Source: an optimization exercise on an open RTL-to-GDS flow (aim: a short achievable clock period and few clock cycles). Production flows keep margins and buffers that such runs may drop. The RTL was checked by simulation tests, not by an equivalence proof against the original design. No activity file was given, so power comes from the tool's default toggle rates.

the baseline:
Design lcd_draw, start of the top module:
module lcd_draw (
    input  wire        clk,
    input  wire        rst,
    input  wire        cmd_valid,
    output wire        cmd_ready,
    input  wire [7:0]  cmd_op,
    input  wire [15:0] cmd_a,
    input  wire [15:0] cmd_b,
    input  wire [15:0] cmd_c,
    input  wire [15:0] cmd_d,
    input  wire [15:0] cmd_e,
    output reg         rsp_valid,
    output reg  [7:0]  rsp_status,
    output wire        out_valid,
    output wire [15:0] out_data,
    output wire        out_last,
    input  wire        out_ready
);
    localparam [7:0] OP_PUSH     = 8'h01;
    localparam [7:0] OP_TEARDOWN = 8'h02;
    localparam [7:0] OP_WRREG    = 8'h10;
    localparam [7:0] OP_WRDAT8   = 8'h11;
    localparam [7:0] OP_WRDAT16  = 8'h12;
    localparam [7:0] OP_SETWIN   = 8'h20;
    localparam [7:0] OP_ARMRAM   = 8'h21;
    localparam [7:0] OP_SETCUR   = 8'h22;
    localparam [7:0] OP_POINT    = 8'h30;
    localparam [7:0] OP_FILL     = 8'h31;
    localparam [7:0] OP_CLEAR    = 8'h32;
    localparam [7:0] OP_LINE     = 8'h33;
    localparam [7:0] OP_RECT     = 8'h34;
    localparam [7:0] OP_FRECT    = 8'h35;
    localparam [7:0] OP_CIRCLE   = 8'h36;
    localparam [7:0] OP_INIT     = 8'h50;
    localparam [7:0] OP_SETCOLORS= 8'h51;
    localparam [7:0] ST_OK   = 8'h00;
    localparam [7:0] ST_OPEN = 8'hFE;   
    localparam [7:0] ST_ARG  = 8'hFD;   
    localparam [7:0] RAMCMD = 8'h2C;
    localparam [7:0] COLCMD = 8'h2A;
    localparam [7:0] ROWCMD = 8'h2B;
    localparam [4:0] G_IDLE  = 5'd0;
  ...
Size: ~120 I/O pins, ~110000 um2 of cells after synthesis.
==> flow/config.mk <==
export PLATFORM = sky130hd
export DESIGN_NAME = lcd_draw
export DESIGN_NICKNAME = lcd_draw
export VERILOG_FILES = /design/flow/design.v
export SDC_FILE = /design/flow/constraint.sdc
export NUM_CORES = 4
export LEC_CHECK = 0
export ABC_CLOCK_PERIOD_IN_PS = 2000
export CAP_MARGIN = 20
export CORE_MARGIN = 2
export CORE_UTILIZATION = 50
export CTS_CLUSTER_DIAMETER = 80
export CTS_CLUSTER_SIZE = 24
export SETUP_SLACK_MARGIN = 4.7
export SLEW_MARGIN = 20
export TNS_END_PERCENT = 100
==> flow/constraint.sdc <==
create_clock -name core_clock -period 7.0 [get_ports {clk}]
set_input_delay 1.4000 -clock core_clock [delete_from_list [all_inputs] [get_ports {clk}]]
set_output_delay 1.4000 -clock core_clock [all_outputs]
set_load 0.01 [all_outputs]
standard.sh (not shown) runs the stock make flow with config.mk's settings and CLKGATE_MAP_FILE= SYNTH_SCRIPT=/design/flow/synth_recipe.tcl, a recipe that flattens the netlist after the stock synthesis.
==> flow/flow/run.sh <==
#!/bin/bash
# Layout flow: the standard flow (standard.sh, unchanged synthesis, floorplan,
# power grid, placement, CTS and routing), with two resizer settings changed:
#   MATCH_CELL_FOOTPRINT=0  lets timing repair resize cells to other footprints
#   BUFFER_PORTS_ARGS       buffers the ports with buf_4 instead of the default pick
# Each make step writes its own log under orfs/logs; the make output goes to standard.log.
set -euo pipefail
bash standard.sh MATCH_CELL_FOOTPRINT=0 "BUFFER_PORTS_ARGS=-buffer_cell sky130_fd_sc_hd__buf_4" finish > standard.log 2>&1
Testbench counts of the baseline, summed over its fixed seeds: cycles 327,187.
Edits applied to the flow inputs when going from the baseline to the candidate:
diff --git a/flow/design.v b/flow/design.v
--- a/flow/design.v
+++ b/flow/design.v
@@ -194,21 +194,20 @@
     localparam [4:0] G_CUPD2 = 5'd19;
     localparam [4:0] G_DONE  = 5'd20;
     localparam [4:0] G_CHK3  = 5'd21;
     localparam [4:0] G_LS0B  = 5'd22;
     localparam [4:0] G_LS2B  = 5'd23;
     localparam [4:0] G_LS4B  = 5'd24;
     localparam [4:0] G_LA2   = 5'd25;
     localparam [4:0] G_CPREP2= 5'd26;
     localparam [4:0] G_CUPD1B= 5'd27;
     localparam [4:0] G_CPREP0= 5'd28;
-    localparam [4:0] G_LOP   = 5'd29;
     localparam [2:0] K_FRAME = 3'd0;    
     localparam [2:0] K_ARM   = 3'd1;
     localparam [2:0] K_RAW   = 3'd2;
     localparam [2:0] K_D16   = 3'd3;
     localparam [2:0] K_FILLD = 3'd4;
     localparam [2:0] K_CLEAR = 3'd5;
     localparam [3:0] SQ_DEPTH = 4'd3;
     localparam [2:0] RQ_DEPTH = 3'd4;
     reg  [87:0] cq_hd;
     reg         cq_hv;
@@ -276,21 +275,21 @@
     reg [16:0] dxp, dyp;
     reg [15:0] dxm, dym;
     reg        adx_gt;
     reg        sxn, syn;
     reg [17:0] ex, ey, kx, ky;
     reg [8:0]  dxl, dyl, dxml, dyml;
     reg [8:0]  g1l, g2l, h1l, h2l;           
     reg [16:0] dxy, dxy1, dyx, dyx1;         
     reg        adx_z, ady_z;
     reg [9:0]  exl, eyl;                     
-    reg [17:0] xop, yop;                     
+    reg [8:0]  exh_op, eyh_op;               
     reg [15:0] lx_n, ly_n;                   
     reg        lcnt_zero, lcnt_one;
     reg [15:0] lcnt_m1;
     reg [1:0]  side;
     reg signed [17:0] cx, cy, cyi, ndxy;       
     reg signed [17:0] cx_p, cy_m, ndxy_m1, ndxy_m2;
     reg signed [19:0] cd, ca, cb;              
     reg signed [19:0] cd_a, cd_b, ca_4, cb_4, cb_8;
     reg        cneg;
     reg        cfill;
@@ -555,46 +554,41 @@
                     lcnt_zero <= adx_z;
                 end else begin
                     ldist <= ady;
                     ky    <= 18'd0;
                     ey    <= {18{1'b1}};
                     kx    <= {dxy[16], dxy};
                     ex    <= {dxy1[16], dxy1};
                     lcnt_zero <= ady_z;
                 end
                 lcnt <= dxy1[16] ? ady : adx;
-                gst  <= G_LOP;
-            end
-            G_LOP: begin
-                xop <= ex[17] ? {2'b00, adx} : kx;
-                yop <= ey[17] ? {2'b00, ady} : ky;
-                gst <= G_LA;
+                gst  <= G_LA;
             end
             G_LA: begin
-                exl  <= {1'b0, ex[8:0]} + {1'b0, xop[8:0]};
-                eyl  <= {1'b0, ey[8:0]} + {1'b0, yop[8:0]};
+                exl  <= {1'b0, ex[8:0]} + {1'b0, ex[17] ? adx[8:0] : kx[8:0]};
+                eyl  <= {1'b0, ey[8:0]} + {1'b0, ey[17] ? ady[8:0] : ky[8:0]};
+                exh_op <= ex[17] ? {2'b00, adx[15:9]} : kx[17:9];
+                eyh_op <= ey[17] ? {2'b00, ady[15:9]} : ky[17:9];
                 lx_n <= sxn ? lx - 16'd1 : lx + 16'd1;
                 ly_n <= syn ? ly - 16'd1 : ly + 16'd1;
                 lcnt_m1  <= lcnt - 16'd1;
                 lcnt_one <= (lcnt == 16'd1);
                 gst  <= G_LA2;
             end
             G_LA2: begin
-                ex <= {ex[17:9] + xop[17:9] + {8'd0, exl[9]}, exl[8:0]};
-                ey <= {ey[17:9] + yop[17:9] + {8'd0, eyl[9]}, eyl[8:0]};
+                ex <= {ex[17:9] + exh_op + {8'd0, exl[9]}, exl[8:0]};
+                ey <= {ey[17:9] + eyh_op + {8'd0, eyl[9]}, eyl[8:0]};
                 if (!ex[17]) lx <= lx_n;
                 if (!ey[17]) ly <= ly_n;
                 gst <= G_LPLOT;
             end
             G_LPLOT: begin
-                xop     <= ex[17] ? {2'b00, adx} : kx;
-                yop     <= ey[17] ? {2'b00, ady} : ky;
                 fr_kind <= K_FRAME;
                 fr_len  <= 7'd117;
                 fr_x0   <= lx;
                 fr_y0   <= ly;
                 fr_x1   <= lx;
                 fr_y1   <= ly;
                 fr_col  <= fg;
                 case (side)
                     2'd0: begin lx1 <= ra; ly1 <= rb; lx2 <= ra; ly2 <= rd; end
                     2'd1: begin lx1 <= ra; ly1 <= rd; lx2 <= rc; ly2 <= rd; end
Findings:
Between the candidate and the baseline, it is the candidate whose net load switching power is higher, by 3.9%. Non-clock buffer count in the candidate vs the baseline: up about 20%. The candidate vs the baseline, top layer used by detailed routing: met5 vs met4. The baseline → the candidate: overall power after layout picked up an extra about 2.4%, initial standard-cell utilization of the core neither gained nor lost much, combinational power picked up an extra about 8%, height of the die neither gained nor lost much, wire length on met3 picked up an extra about 15%. Row flip-flop and latch count: the candidate lower / the baseline higher. The baseline → the candidate: via count went up about 3.6%; synthesized cell count went up by 45; cell count up about 1.4%; final design instance area without fill up about 2.1%.
Testbench counts of the candidate, summed over its fixed seeds: cycles 327,108.

## port drivers added, routing unchanged
In the flow no input, the clock included, has a driving cell. The finished layouts below were timed again as built, in two steps. Step 1: set_driving_cell puts a clkbuf_16 on clk and a buf_2 on each other input, an assumption about the parent block. Step 2 times the ports against the registers' clock, not the clock port: input delays grow and output delays shrink by t, the midpoint of the rising clock arrivals with the driver on. Three values: ideal, step 1, step 2; two values: the first two.
run | t (ns) | setup WS [ns] | worst setup path after step 2 | clock arrival spread, ns | slew at the worst register clock pin (ns)
the baseline | 0.932 | 4.252 / 4.155 / 3.667 | input to register | 0.054 / 0.054 | 0.10 / 0.10
the candidate | 0.911 | 4.277 / 4.183 / 3.775 | input to register | 0.043 / 0.043 | 0.10 / 0.10
After both steps setup and hold are still met in every run listed. For the baseline, which loses most, drivers alone change the setup slack by -0.097 ns; drivers and shift together by -0.585 ns.
